From an optimization exercise on the open Yosys and OpenROAD flow, aimed at small area, a short achievable clock period and few clock cycles; shortcuts taken in it are not production practice. Only simulation tests tie the RTL to the original design; equivalence was not proved. No activity file was given, so power comes from the tool's default toggle rates.

<file path="flow/run.sh">
#!/bin/bash
# synth_recipe.tcl (not shown) runs the flow's synth.tcl, then flattens the netlist and writes it again
# the make line also repeats each setting of config.mk as NAME=value (left out here)
make -C /OpenROAD-flow-scripts/flow DESIGN_CONFIG=/design/flow/config.mk WORK_HOME=/design/flow/orfs CLKGATE_MAP_FILE= SYNTH_SCRIPT=/design/flow/synth_recipe.tcl finish
</file>
<file path="flow/config.mk">
export PLATFORM = sky130hd
export DESIGN_NAME = w25n_encoder
export DESIGN_NICKNAME = w25n_encoder
export VERILOG_FILES = /design/flow/design.v
export SDC_FILE = /design/flow/constraint.sdc
export NUM_CORES = 4
export LEC_CHECK = 0
export CAP_MARGIN = 20
export CORE_MARGIN = 2
export CORE_UTILIZATION = 40
export SLEW_MARGIN = 20
</file>
<file path="flow/constraint.sdc">
create_clock -name core_clock -period 10.0 [get_ports {clk}]
set_input_delay 2.0000 -clock core_clock [delete_from_list [all_inputs] [get_ports {clk}]]
set_output_delay 2.0000 -clock core_clock [all_outputs]
set_load 0.01 [all_outputs]
</file>
<file path="flow/design.v">
module w25n_txn_engine (
    input  wire        clk,
    input  wire        rst,
    input  wire        start,
    input  wire [31:0] hdr,
    input  wire [2:0]  hlen,
    input  wire [31:0] plen,
    input  wire        psrc_din,
    input  wire        pdst_dout,
    output reg         done,
    output reg         err,
    output reg  [23:0] cap,
    input  wire        din_valid,
    output wire        din_ready,
    input  wire [7:0]  din_data,
    output reg         dout_valid,
    output reg  [7:0]  dout_data,
    output reg         bus_valid,
    output reg  [7:0]  bus_tx,
    output reg         bus_last,
    input  wire        bus_ready,
    input  wire [7:0]  bus_rx,
    input  wire        bus_err
);
    localparam E_IDLE = 2'd0;
    localparam E_LOAD = 2'd1;
    localparam E_SEND = 2'd2;
    reg [1:0]  es;
    reg [31:0] hdr_r;
    reg [2:0]  hlen_r;
    reg [2:0]  hidx;
    reg [31:0] pcnt;
    reg        psrc_r;
    reg        pdst_r;
    reg        in_pay;    
    wire       hdr_phase = (hidx != hlen_r);
    wire [7:0] hdr_byte  = (hidx == 3'd0) ? hdr_r[31:24] :
                           (hidx == 3'd1) ? hdr_r[23:16] :
                           (hidx == 3'd2) ? hdr_r[15:8]  : hdr_r[7:0];
    assign din_ready = (es == E_LOAD) && !hdr_phase && psrc_r;
    always @(posedge clk) begin
        if (rst) begin
            es         <= E_IDLE;
            done       <= 1'b0;
            err        <= 1'b0;
            bus_valid  <= 1'b0;
            bus_last   <= 1'b0;
            dout_valid <= 1'b0;
        end else begin
            done       <= 1'b0;
            dout_valid <= 1'b0;
            case (es)
                E_IDLE: begin
                    if (start) begin
                        hdr_r  <= hdr;
                        hlen_r <= hlen;
                        hidx   <= 3'd0;
                        pcnt   <= plen;
                        psrc_r <= psrc_din;
                        pdst_r <= pdst_dout;
                        err    <= 1'b0;
                        es     <= E_LOAD;
                    end
                end
                E_LOAD: begin
                    if (hdr_phase) begin
                        bus_tx    <= hdr_byte;
                        bus_last  <= (hidx == hlen_r - 3'd1) && (pcnt == 32'd0);
                        bus_valid <= 1'b1;
                        in_pay    <= 1'b0;
                        es        <= E_SEND;
                    end else if (!psrc_r || din_valid) begin
                        bus_tx    <= psrc_r ? din_data : 8'h00;
                        bus_last  <= (pcnt == 32'd1);
                        bus_valid <= 1'b1;
                        in_pay    <= 1'b1;
                        es        <= E_SEND;
                    end
                end
                E_SEND: begin
                    if (bus_ready) begin
                        bus_valid <= 1'b0;
                        cap       <= {cap[15:0], bus_rx};
                        if (in_pay) begin
                            pcnt <= pcnt - 32'd1;
                            if (pdst_r) begin
                                dout_valid <= 1'b1;
                                dout_data  <= bus_rx;
                            end
                        end else begin
                            hidx <= hidx + 3'd1;
                        end
                        if (bus_last) begin
                            done <= 1'b1;
                            err  <= bus_err;
                            es   <= E_IDLE;
                        end else begin
                            es   <= E_LOAD;
                        end
                    end
                end
                default: es <= E_IDLE;
            endcase
        end
    end
endmodule
module w25n_encoder (
    input  wire        clk,
    input  wire        rst,
    input  wire        req_valid,
    output wire        req_ready,
    input  wire [31:0] req_word0,
    input  wire [31:0] req_a,
    input  wire [31:0] req_b,
    input  wire        din_valid,
    output wire        din_ready,
    input  wire [7:0]  din_data,
    output wire        dout_valid,
    output wire [7:0]  dout_data,
    output reg         res_valid,
    output reg  [7:0]  res_kind,
    output reg  [31:0] res_info,
    output reg  [23:0] res_rec,
    output wire        bus_valid,
    output wire [7:0]  bus_tx,
    output wire        bus_last,
    input  wire        bus_ready,
    input  wire [7:0]  bus_rx,
    input  wire        bus_err
);
    localparam [31:0] CAPACITY  = 32'h1000_0000;   
    localparam [31:0] SCAN_END  = 32'h0001_FFC0;   
    localparam [7:0] OPC_RESET   = 8'hFF;
    localparam [7:0] OPC_JEDEC   = 8'h9F;
    localparam [7:0] OPC_RDREG   = 8'h0F;
    localparam [7:0] OPC_WRREG   = 8'h1F;
    localparam [7:0] OPC_WREN    = 8'h06;
    localparam [7:0] OPC_WRDI    = 8'h04;
    localparam [7:0] OPC_BERASE  = 8'hD8;
    localparam [7:0] OPC_LOAD    = 8'h02;
    localparam [7:0] OPC_RLOAD   = 8'h84;
    localparam [7:0] OPC_PEXEC   = 8'h10;
    localparam [7:0] OPC_PREAD   = 8'h13;
    localparam [7:0] OPC_RDATA   = 8'h03;
    localparam [7:0] OPC_PWRDN   = 8'hB9;
    localparam [7:0] SEL_SR1 = 8'hA0;
    localparam [7:0] SEL_SR3 = 8'hC0;
    localparam [7:0] RQ_RESET  = 8'h01;
    localparam [7:0] RQ_JEDEC  = 8'h02;
    localparam [7:0] RQ_WREN   = 8'h03;
    localparam [7:0] RQ_WRDI   = 8'h04;
    localparam [7:0] RQ_RDREG  = 8'h05;
    localparam [7:0] RQ_WRREG  = 8'h06;
    localparam [7:0] RQ_BERASE = 8'h07;
    localparam [7:0] RQ_PLOAD  = 8'h08;
    localparam [7:0] RQ_PLOADR = 8'h09;
    localparam [7:0] RQ_PEXEC  = 8'h0A;
    localparam [7:0] RQ_PREAD  = 8'h0B;
    localparam [7:0] RQ_RDATA  = 8'h0C;
    localparam [7:0] RQ_UNPROT = 8'h0D;
    localparam [7:0] RQ_PWRDN  = 8'h0E;
    localparam [7:0] RQ_SREAD  = 8'h20;
    localparam [7:0] RQ_SWRITE = 8'h21;
    localparam [7:0] RQ_SERASE = 8'h22;
    localparam [7:0] RQ_SCAP   = 8'h23;
    localparam [7:0] RQ_BSTAT  = 8'h24;
    localparam [7:0] RQ_SCANST = 8'h30;
    localparam [7:0] RQ_SCANNX = 8'h31;
    localparam [7:0] K_OK        = 8'h00;
    localparam [7:0] K_TRANSPORT = 8'h01;
    localparam [7:0] K_WREN      = 8'h02;
    localparam [7:0] K_WRDI      = 8'h03;
    localparam [7:0] K_ERASE     = 8'h04;
    localparam [7:0] K_PROGRAM   = 8'h05;
    localparam [7:0] K_PROTECT   = 8'h06;
    localparam [7:0] K_ALIGN     = 8'h07;
    localparam [7:0] K_BOUNDS    = 8'h08;
    localparam [7:0] K_BADREQ    = 8'h0A;
    localparam [4:0] S_IDLE     = 5'd0;
    localparam [4:0] S_DISPATCH = 5'd1;
    localparam [4:0] S_WAIT     = 5'd2;
    localparam [4:0] S_WE_CMD   = 5'd3;
    localparam [4:0] S_WE_RD    = 5'd4;
    localparam [4:0] S_WE_CHK   = 5'd5;
    localparam [4:0] S_WD_RD    = 5'd6;
    localparam [4:0] S_WD_CHK   = 5'd7;
    localparam [4:0] S_ER_CMD   = 5'd8;
    localparam [4:0] S_ER_CHK   = 5'd9;
    localparam [4:0] S_LD_CMD   = 5'd10;
    localparam [4:0] S_LD_DONE  = 5'd11;
    localparam [4:0] S_PX_CMD   = 5'd12;
    localparam [4:0] S_PX_CHK   = 5'd13;
    localparam [4:0] S_PR_CMD   = 5'd14;
    localparam [4:0] S_PR_DONE  = 5'd15;
    localparam [4:0] S_RD_DONE  = 5'd16;
    localparam [4:0] S_POLL     = 5'd17;
    localparam [4:0] S_POLL_CHK = 5'd18;
    localparam [4:0] S_MK_DONE  = 5'd19;
    localparam [4:0] S_SA_DONE  = 5'd20;
    localparam [4:0] S_SB_DONE  = 5'd21;
    localparam [4:0] S_U_WR     = 5'd22;
    localparam [4:0] S_U_RD2    = 5'd23;
    localparam [4:0] S_U_CHK    = 5'd24;
    localparam [4:0] S_REG_DONE = 5'd25;
    localparam [4:0] S_JED_DONE = 5'd26;
    localparam [4:0] S_DAT_DONE = 5'd27;
    localparam [4:0] S_OK       = 5'd28;
    reg [4:0]  st;
    reg [4:0]  st_ret;      
    reg [4:0]  poll_ret;    
    reg [31:0] word0_r;
    reg [31:0] a_r;
    reg [31:0] b_r;
    reg [31:0] cur;         
    reg [31:0] lim;         
    reg [15:0] rec_hi;      
    reg        scan_active;
    reg [31:0] scan_next;
    reg        eng_start;
    reg [31:0] eng_hdr;
    reg [2:0]  eng_hlen;
    reg [31:0] eng_plen;
    reg        eng_src;
    reg        eng_dst;
    reg        ign_err;
    wire       eng_done;
    wire       eng_err;
    wire [23:0] eng_cap;
    wire [7:0] op  = word0_r[7:0];
    wire [7:0] sel = word0_r[15:8];
    wire [7:0] val = word0_r[23:16];
    assign req_ready = (st == S_IDLE);
    w25n_txn_engine u_eng (
        .clk       (clk),
        .rst       (rst),
        .start     (eng_start),
        .hdr       (eng_hdr),
        .hlen      (eng_hlen),
        .plen      (eng_plen),
        .psrc_din  (eng_src),
        .pdst_dout (eng_dst),
        .done      (eng_done),
        .err       (eng_err),
        .cap       (eng_cap),
        .din_valid (din_valid),
        .din_ready (din_ready),
        .din_data  (din_data),
        .dout_valid(dout_valid),
        .dout_data (dout_data),
        .bus_valid (bus_valid),
        .bus_tx    (bus_tx),
        .bus_last  (bus_last),
        .bus_ready (bus_ready),
        .bus_rx    (bus_rx),
        .bus_err   (bus_err)
    );
    reg op_known;
    always @(*) begin
        case (op)
            RQ_RESET, RQ_JEDEC, RQ_WREN, RQ_WRDI, RQ_RDREG, RQ_WRREG,
            RQ_BERASE, RQ_PLOAD, RQ_PLOADR, RQ_PEXEC, RQ_PREAD, RQ_RDATA,
            RQ_UNPROT, RQ_PWRDN, RQ_SREAD, RQ_SWRITE, RQ_SERASE, RQ_SCAP,
            RQ_BSTAT, RQ_SCANST, RQ_SCANNX: op_known = 1'b1;
            default:                        op_known = 1'b0;
        endcase
    end
    wire bad_req   = !op_known || (word0_r[31:24] != 8'h00);
    wire rw_oob    = (b_r > CAPACITY) || (a_r > CAPACITY - b_r);
    wire rw_align  = (a_r[10:0] != 11'd0) || (b_r[10:0] != 11'd0);
    wire er_oob    = (a_r > b_r) || (b_r > CAPACITY);
    wire er_align  = (a_r[16:0] != 17'd0) || (b_r[16:0] != 17'd0);
    wire [7:0] snap = eng_cap[7:0];    
    task txn(input [31:0] hdr, input [2:0] hlen, input [31:0] plen,
             input src, input dst, input ign, input [4:0] ret);
        begin
            eng_start <= 1'b1;
            eng_hdr   <= hdr;
            eng_hlen  <= hlen;
            eng_plen  <= plen;
            eng_src   <= src;
            eng_dst   <= dst;
            ign_err   <= ign;
            st_ret    <= ret;
            st        <= S_WAIT;
        end
    endtask
    task finish(input [7:0] kind, input [31:0] info, input [23:0] rec);
        begin
            res_valid <= 1'b1;
            res_kind  <= kind;
            res_info  <= info;
            res_rec   <= rec;
            st        <= S_IDLE;
        end
    endtask
    always @(posedge clk) begin
        if (rst) begin
            st          <= S_IDLE;
            eng_start   <= 1'b0;
            res_valid   <= 1'b0;
            res_kind    <= 8'hFF;
            res_info    <= 32'd0;
            res_rec     <= 24'd0;
            scan_active <= 1'b0;
            scan_next   <= 32'd0;
        end else begin
            eng_start <= 1'b0;
            res_valid <= 1'b0;
            case (st)
                S_IDLE: begin
                    if (req_valid) begin
                        word0_r <= req_word0;
                        a_r     <= req_a;
                        b_r     <= req_b;
                        st      <= S_DISPATCH;
                    end
                end
                S_DISPATCH: begin
                    if (bad_req) begin
                        finish(K_BADREQ, word0_r, 24'd0);
                    end else begin
                        case (op)
                            RQ_RESET:  txn({OPC_RESET, 24'd0}, 3'd1, 32'd0, 1'b0, 1'b0, 1'b0, S_OK);
                            RQ_PWRDN:  txn({OPC_PWRDN, 24'd0}, 3'd1, 32'd0, 1'b0, 1'b0, 1'b0, S_OK);
                            RQ_JEDEC:  txn({OPC_JEDEC, 8'h00, 16'd0}, 3'd2, 32'd3, 1'b0, 1'b0, 1'b0, S_JED_DONE);
                            RQ_RDREG:  txn({OPC_RDREG, sel, 8'h00, 8'd0}, 3'd3, 32'd0, 1'b0, 1'b0, 1'b0, S_REG_DONE);
                            RQ_WRREG:  txn({OPC_WRREG, sel, val, 8'd0}, 3'd3, 32'd0, 1'b0, 1'b0, 1'b0, S_OK);
                            RQ_WREN, RQ_PLOAD, RQ_PLOADR:
                                       st <= S_WE_CMD;
                            RQ_WRDI:   txn({OPC_WRDI, 24'd0}, 3'd1, 32'd0, 1'b0, 1'b0, 1'b0, S_WD_RD);
                            RQ_BERASE: begin
                                cur <= a_r;
                                st  <= S_WE_CMD;
                            end
                            RQ_PEXEC: begin
                                cur <= a_r;
                                st  <= S_PX_CMD;
                            end
                            RQ_PREAD: begin
                                cur <= a_r;
                                st  <= S_PR_CMD;
                            end
                            RQ_RDATA:  txn({OPC_RDATA, a_r[15:0], 8'h00}, 3'd4, b_r, 1'b0, 1'b1, 1'b0, S_DAT_DONE);
                            RQ_UNPROT: txn({OPC_RDREG, SEL_SR1, 8'h00, 8'd0}, 3'd3, 32'd0, 1'b0, 1'b0, 1'b0, S_U_WR);
                            RQ_SCAP:   finish(K_OK, CAPACITY, 24'd0);
                            RQ_SCANST: begin
                                scan_active <= 1'b1;
                                scan_next   <= 32'd0;
                                finish(K_OK, 32'd0, 24'd0);
                            end
                            RQ_SCANNX: begin
                                if (!scan_active || scan_next > SCAN_END) begin
                                    scan_active <= 1'b0;
                                    finish(K_OK, 32'hFFFF_FFFF, 24'd0);
                                end else begin
                                    cur       <= scan_next;
                                    scan_next <= scan_next + 32'd64;
                                    st        <= S_PR_CMD;
                                end
                            end
                            RQ_BSTAT: begin
                                cur <= {11'd0, a_r[31:11]};
                                st  <= S_PR_CMD;
                            end
                            RQ_SREAD, RQ_SWRITE: begin
                                if (rw_oob)
                                    finish(K_BOUNDS, a_r, 24'd0);
                                else if (rw_align)
                                    finish(K_ALIGN, a_r, 24'd0);
                                else if (b_r == 32'd0)
                                    finish(K_OK, 32'd0, 24'd0);
                                else begin
                                    cur <= {11'd0, a_r[31:11]};
                                    lim <= {11'd0, b_r[31:11]};
                                    st  <= (op == RQ_SREAD) ? S_PR_CMD : S_WE_CMD;
                                end
                            end
                            RQ_SERASE: begin
                                if (er_oob)
                                    finish(K_BOUNDS, a_r, 24'd0);
                                else if (er_align)
                                    finish(K_ALIGN, a_r, 24'd0);
                                else begin
                                    cur <= {11'd0, a_r[31:11]};
                                    lim <= {11'd0, b_r[31:11]};
                                    st  <= S_WE_CMD;
                                end
                            end
                            default:   finish(K_BADREQ, word0_r, 24'd0);
                        endcase
                    end
                end
                S_WAIT: begin
                    if (eng_done) begin
                        if (eng_err && !ign_err)
                            finish(K_TRANSPORT, 32'd0, 24'd0);
                        else
                            st <= st_ret;
                    end
                end
                S_WE_CMD: txn({OPC_WREN, 24'd0}, 3'd1, 32'd0, 1'b0, 1'b0, 1'b0, S_WE_RD);
                S_WE_RD:  txn({OPC_RDREG, SEL_SR3, 8'h00, 8'd0}, 3'd3, 32'd0, 1'b0, 1'b0, 1'b0, S_WE_CHK);
                S_WE_CHK: begin
                    if (!snap[1])
                        finish(K_WREN, {24'd0, snap}, 24'd0);
                    else if (op == RQ_WREN)
                        finish(K_OK, 32'd0, 24'd0);
                    else if (op == RQ_BERASE || op == RQ_SERASE)
                        st <= S_ER_CMD;
                    else
                        st <= S_LD_CMD;
                end
                S_WD_RD:  txn({OPC_RDREG, SEL_SR3, 8'h00, 8'd0}, 3'd3, 32'd0, 1'b0, 1'b0, 1'b0, S_WD_CHK);
                S_WD_CHK: begin
                    if (snap[1])
                        finish(K_WRDI, {24'd0, snap}, 24'd0);
                    else
                        finish(K_OK, 32'd0, 24'd0);
                end
                S_ER_CMD: begin
                    poll_ret <= S_ER_CHK;
                    txn({OPC_BERASE, cur[23:0]}, 3'd4, 32'd0, 1'b0, 1'b0, 1'b0, S_POLL);
                end
                S_ER_CHK: begin
                    if (snap[2])
                        finish(K_ERASE, cur, 24'd0);
                    else if (op == RQ_SERASE && cur + 32'd64 <= lim) begin
                        cur <= cur + 32'd64;
                        st  <= S_WE_CMD;
                    end else
                        finish(K_OK, 32'd0, 24'd0);
                end
                S_LD_CMD: begin
                    if (op == RQ_SWRITE)
                        txn({OPC_LOAD, 16'h0000, 8'd0}, 3'd3, 32'd2048, 1'b1, 1'b0, 1'b0, S_PX_CMD);
                    else
                        txn({(op == RQ_PLOADR) ? OPC_RLOAD : OPC_LOAD, a_r[15:0], 8'd0},
                            3'd3, b_r, 1'b1, 1'b0, 1'b0, S_OK);
                end
                S_PX_CMD: begin
                    poll_ret <= S_PX_CHK;
                    txn({OPC_PEXEC, cur[23:0]}, 3'd4, 32'd0, 1'b0, 1'b0, 1'b0, S_POLL);
                end
                S_PX_CHK: begin
                    if (snap[3])
                        finish(K_PROGRAM, cur, 24'd0);
                    else if (op == RQ_SWRITE && lim != 32'd1) begin
                        cur <= cur + 32'd1;
                        lim <= lim - 32'd1;
                        st  <= S_WE_CMD;
                    end else
                        finish(K_OK, 32'd0, 24'd0);
                end
                S_PR_CMD: begin
                    poll_ret <= S_PR_DONE;
                    txn({OPC_PREAD, cur[23:0]}, 3'd4, 32'd0, 1'b0, 1'b0, 1'b0, S_POLL);
                end
                S_PR_DONE: begin
                    case (op)
                        RQ_SREAD:  txn({OPC_RDATA, 16'h0000, 8'h00}, 3'd4, 32'd2048, 1'b0, 1'b1, 1'b0, S_RD_DONE);
                        RQ_BSTAT:  txn({OPC_RDATA, 16'h0800, 8'h00}, 3'd4, 32'd1, 1'b0, 1'b0, 1'b0, S_MK_DONE);
                        RQ_SCANNX: txn({OPC_RDATA, 16'h0000, 8'h00}, 3'd4, 32'd2, 1'b0, 1'b0, 1'b0, S_SA_DONE);
                        default:   finish(K_OK, 32'd0, 24'd0);
                    endcase
                end
                S_RD_DONE: begin
                    if (lim != 32'd1) begin
                        cur <= cur + 32'd1;
                        lim <= lim - 32'd1;
                        st  <= S_PR_CMD;
                    end else
                        finish(K_OK, b_r, 24'd0);
                end
                S_MK_DONE: finish(K_OK, {31'd0, snap == 8'hFF}, 24'd0);
                S_SA_DONE: begin
                    rec_hi <= eng_cap[15:0];
                    txn({OPC_RDATA, 16'h0800, 8'h00}, 3'd4, 32'd1, 1'b0, 1'b0, 1'b0, S_SB_DONE);
                end
                S_SB_DONE: finish(K_OK, cur, {rec_hi, snap});
                S_POLL:     txn({OPC_RDREG, SEL_SR3, 8'h00, 8'd0}, 3'd3, 32'd0, 1'b0, 1'b0, 1'b0, S_POLL_CHK);
                S_POLL_CHK: st <= snap[0] ? S_POLL : poll_ret;
                S_U_WR:  txn({OPC_WRREG, SEL_SR1, snap & 8'h87, 8'd0}, 3'd3, 32'd0, 1'b0, 1'b0, 1'b1, S_U_RD2);
                S_U_RD2: txn({OPC_RDREG, SEL_SR1, 8'h00, 8'd0}, 3'd3, 32'd0, 1'b0, 1'b0, 1'b0, S_U_CHK);
                S_U_CHK: begin
                    if (snap[6:3] != 4'd0)
                        finish(K_PROTECT, {28'd0, snap[6:3]}, 24'd0);
                    else
                        finish(K_OK, 32'd0, 24'd0);
                end
                S_REG_DONE: finish(K_OK, {24'd0, snap}, 24'd0);
                S_JED_DONE: finish(K_OK, {7'd0, eng_cap[15:0] == 16'hAA22, eng_cap}, 24'd0);
                S_DAT_DONE: finish(K_OK, b_r, 24'd0);
                S_OK:       finish(K_OK, 32'd0, 24'd0);
                default: st <= S_IDLE;
            endcase
        end
    end
endmodule
</file>
==> qor.csv <==
metric;value;unit
status;timing/DRC/antenna clean;
Residual DRC;0;
r2r worst-path depth;17;
post-DP HPWL;77.59;mm
YS warnings;2;
sw power;1.307;mW
Final Non-Filler Cells;3612;
post-CTS setup buffers;0;
Critical Path AT;7100;ps
Final Hold Viols;0;
clock slew at reported path FFs;70;ps
Syn Inst Count;2561;
share of power burned in registers;46.9;%
top cell type by total area after synthesis;edfxtp_1;
crit start category;flip-flop;
largest net degree at the start of global routing;71;
Largest stage delay, worst path;830;ps
first-pass GRT wire length;148.7;mm
hold_buf cts;0;
routing usage on met2;47.45;%
Global Route met3 Usage;5.654;%
post-route cell area;30530;µm²
VDD IR max;0.1765;mV
die width;257.2;µm
routability congestion estimate;1.023;
clock root cell;clkbuf_16;
total CTS buffers;54;
initial DRC count;3122;
initial antenna violation count;4;
CTS Sinks;469;
routed wire length;103.4;mm
Synth top area share;42.86;%
total grt overflow;0;
Worst Path Max Fanout;6;
final setup margin;3161;ps
post-CTS sizing;0;
worst skew pair latency;640;ps
PD cells;165.4;nW/µm²
dpl ws;3110;ps
FP Rows;92;
min cycle time layout;6839;ps
RSZ-0062 raised after global routing;false;
Post-synth EDFFs;366;
FMAX;146.2;MHz
vias in the first global route;21210;
synth top area cells;edfxtp_1 43%, dfxtp_1 8.0%, ha_1 5.6%;
Tcrit/Tclk final;68.39;%
Worst slew margin;23.53;%
CTS tree;done;
Cell variety after synth;85;
Synth Register Bits;469;
Hold WC Path Type;flip-flop to flip-flop;
Post-synth ARST share;0;%
GRT busiest layer;met2;
Net Sw Frac;25.88;%
Worst-Margin Slew;1143;ps
First-pass DRT Iterations;8;
max-slew violations;0;
Pwr Total;5.050;mW
post-DR wirelength/cell;28.62;µm
routed vias;22320;
Max Root-Sink Buffers;3;
logic gate share of total power;10.9;%
Mean Syn Cell Area;10.01;µm²
clock share of power;42.1;%
M1 GR Usage;40.67;%
Net Count, Synth;2793;
die area;66150;µm²
Port Buffers;203;
Post-Syn Area;25640;µm²
total core area;63200;µm²
layout cells sized above 1;6.510;%
Worst EP required;10260;ps
setup_tns;0;ps
Starting Density;40.58;%
Inst Count DP;3509;
critical path cell sequence;or4_1, nor3_1, nand2_1, nor3_1, nand3_1, nand2_1, nand3_1, xnor2_1, ha_1, nand4_1, nor4_1, nand2_1, a21boi_0, nor3_2, a21boi_1, o41a_1, nor3_1;
Vert. Die Dim;257.2;µm
Final setup viols;0;
CP max-delay cell;nor4_1;
vias per cell;6.178;
critical setup path kind;flip-flop to flip-flop;
hold depth;0;
Internal;3.743;mW
Worst setup EP type;flip-flop;
Total Nets Final;2951;
Area growth syn-to-layout;19.04;%
Leakage Power;10.56;nW
Max Clock Skew;40.37;ps
max-cap viol count;0;
DRT antenna net count;0;
H-tree depth;2;
sequential area share after synthesis;50.90;%
prevailing post-synth register cell;edfxtp_1;
GRT Resource Usage Total;30.58;%
cell area after placement;28580;µm²
I/O Pins;204;
[synth_stat cells (6+ instances only)]
| library cell | number |
|---|---|
| o211ai_1 | 18 |
| o221ai_1 | 11 |
| nor2_1 | 232 |
| clkbuf_1 | 126 |
| o211a_1 | 7 |
| or4_1 | 8 |
| and3_1 | 23 |
| nor3_1 | 73 |
| a211oi_1 | 27 |
| o21a_1 | 7 |
| a21o_1 | 15 |
| nand3_1 | 79 |
| inv_1 | 105 |
| nand3b_1 | 6 |
| a21oi_1 | 242 |
| a31oi_1 | 14 |
| nand2b_1 | 18 |
| a21boi_0 | 7 |
| o31ai_1 | 6 |
| or2_2 | 6 |
| a222oi_1 | 34 |
| a22o_1 | 39 |
| o41ai_1 | 6 |
| a311oi_1 | 9 |
| o21ai_0 | 135 |
| buf_1 | 14 |
| xor2_1 | 37 |
| ha_1 | 114 |
| a221oi_1 | 9 |
| or3_1 | 19 |
| and2_1 | 21 |
| a22oi_1 | 59 |
| xnor2_1 | 90 |
| nand2_1 | 229 |
| dfxtp_1 | 103 |
| o22ai_1 | 16 |
| nor4b_1 | 7 |
| nor2b_1 | 32 |
| a221o_1 | 11 |
| nor4_1 | 42 |
| nand4_1 | 38 |
| edfxtp_1 | 366 |
[worst paths after layout]
kind / startpoint / end / slack [ps]
worst min register to register: eng_src$_DFFE_PP_ / u_eng.psrc_r$_DFFE_PP_ / 420
worst min-delay path: eng_src$_DFFE_PP_ / u_eng.psrc_r$_DFFE_PP_ / 420
worst max-delay path: b_r[0]$_DFFE_PP_ / cur[0]$_DFFE_PP_ / 3160
worst max register to register: b_r[0]$_DFFE_PP_ / cur[0]$_DFFE_PP_ / 3160
[power groups by stage]
| stage | logic, mW | clock network, mW | registers, mW |
|---|---|---|---|
| floorplan | 0.338 | 0 | 2.34 |
| global placement | 0.533 | 0 | 2.40 |
| detailed placement | 0.543 | 0 | 2.40 |
| CTS | 0.548 | 2.15 | 2.36 |
| global route | 0.608 | 2.23 | 2.38 |
| finish | 0.553 | 2.13 | 2.37 |
[kinds of logic after synthesis]
| group | count (synthesis) | synth area share (%) |
|---|---|---|
| simple gates | 863 | 16.40 |
| compound gates | 725 | 18.60 |
| flops | 469 | 50.90 |
| buf+inv | 255 | 3.884 |
| xor+xnor | 127 | 4.337 |
| fa+ha+maj | 116 | 5.640 |
| mux | 6 | 0.2440 |
[metrics by stage]
stage / util, % / hold WS (ps)
CTS: 48.30 / 411.5
floorplan: - / 400.3
global route: 48.30 / 427.0
finish: 48.31 / 417.0
global placement: 45.21 / 403.2
detailed placement: 45.22 / 404.5
[final cells by class]
type | instances | area [µm²]
Antenna cell | 1 | 2.502
Multi-Input combinational cell | 1837 | 11680
Fill cell | 5815 | 32670
Inverter | 105 | 394.1
Tap cell | 846 | 1059
Clock buffer | 81 | 1693
Timing Repair Buffer | 252 | 2395
Sequential cell | 469 | 13050
Clock inverter | 21 | 255.2
[worst max-delay path: cells and delay by family, from the launching register on]
kind	cells	cell delay, ps
xor gates and xnor gates	1	180
and+or+nand+nor	12	4660
AOI/OAI and AO/OA	3	860
DFF	1	460
adders and majority gates	1	310
[placed cells by master (no fill, tap or decap), types with 39 or more instances in the layout]
cell             count
inv_1              105
nand2_1            229
nor3_1              68
dfxtp_1            103
nand3_1             79
a22oi_1             59
nor4_1              41
o21ai_0            135
xnor2_1             90
edfxtp_1           366
clkbuf_16           62
a22o_1              39
clkdlybuf4s50_1    202
ha_1               113
a21oi_1            239
nor2_1             230
buf_4               49
[registers in the layout, summed over array words and instances, names as in the netlist, 3 cells and up, named ones only]
name and flops:
st_ret 5, res_rec 24, eng_plen 32, st 5, a_r 32, u_eng.cap 24, u_eng.hlen_r 3, u_eng.dout_data 8
u_eng.hidx 3, res_info 32, eng_hlen 3, res_kind 5, scan_next 26, word0_r 32, eng_hdr 32, u_eng.bus_tx 8
b_r 32, u_eng.hdr_r 32, u_eng.pcnt 32, rec_hi 16, cur 32, lim 32
[per-layer routing]
metal	wire, µm	share of wire [%]
met1	41690	40
met2	46050	45
met3	9497	9.2
met4	6103	5.9
met5	12	0.012
Testbench counts, summed over its fixed seeds: cycles 737,382.

afterwards: timing with drivers on the ports:
In the flow no input, the clock included, has a driving cell. The finished layout below was timed again as built, in two steps.
Step 1 assumes that a clkbuf_16 drives the clock port and a buf_2 every other input.
Step 2 adds t to the input delays and takes it off the output delays; t is the mean of the earliest and latest rising clock arrival at the registers after step 1. Input paths then give back, and output paths get back, about the clock's delay inside the block.
a / b / c = ideal ports / drivers / drivers and shift; a / b = the first two.
t (ns): 0.692
setup WS [ns]: 3.161 / 3.161 / 3.161
worst setup path at the end: register to register
clock arrival spread, ns: 0.041 / 0.042
cell pins on the clock port's net: 1
After both steps setup and hold are still met in this run. For this run, drivers alone change the setup slack by 0.000 ns; drivers and shift together by 0.000 ns.
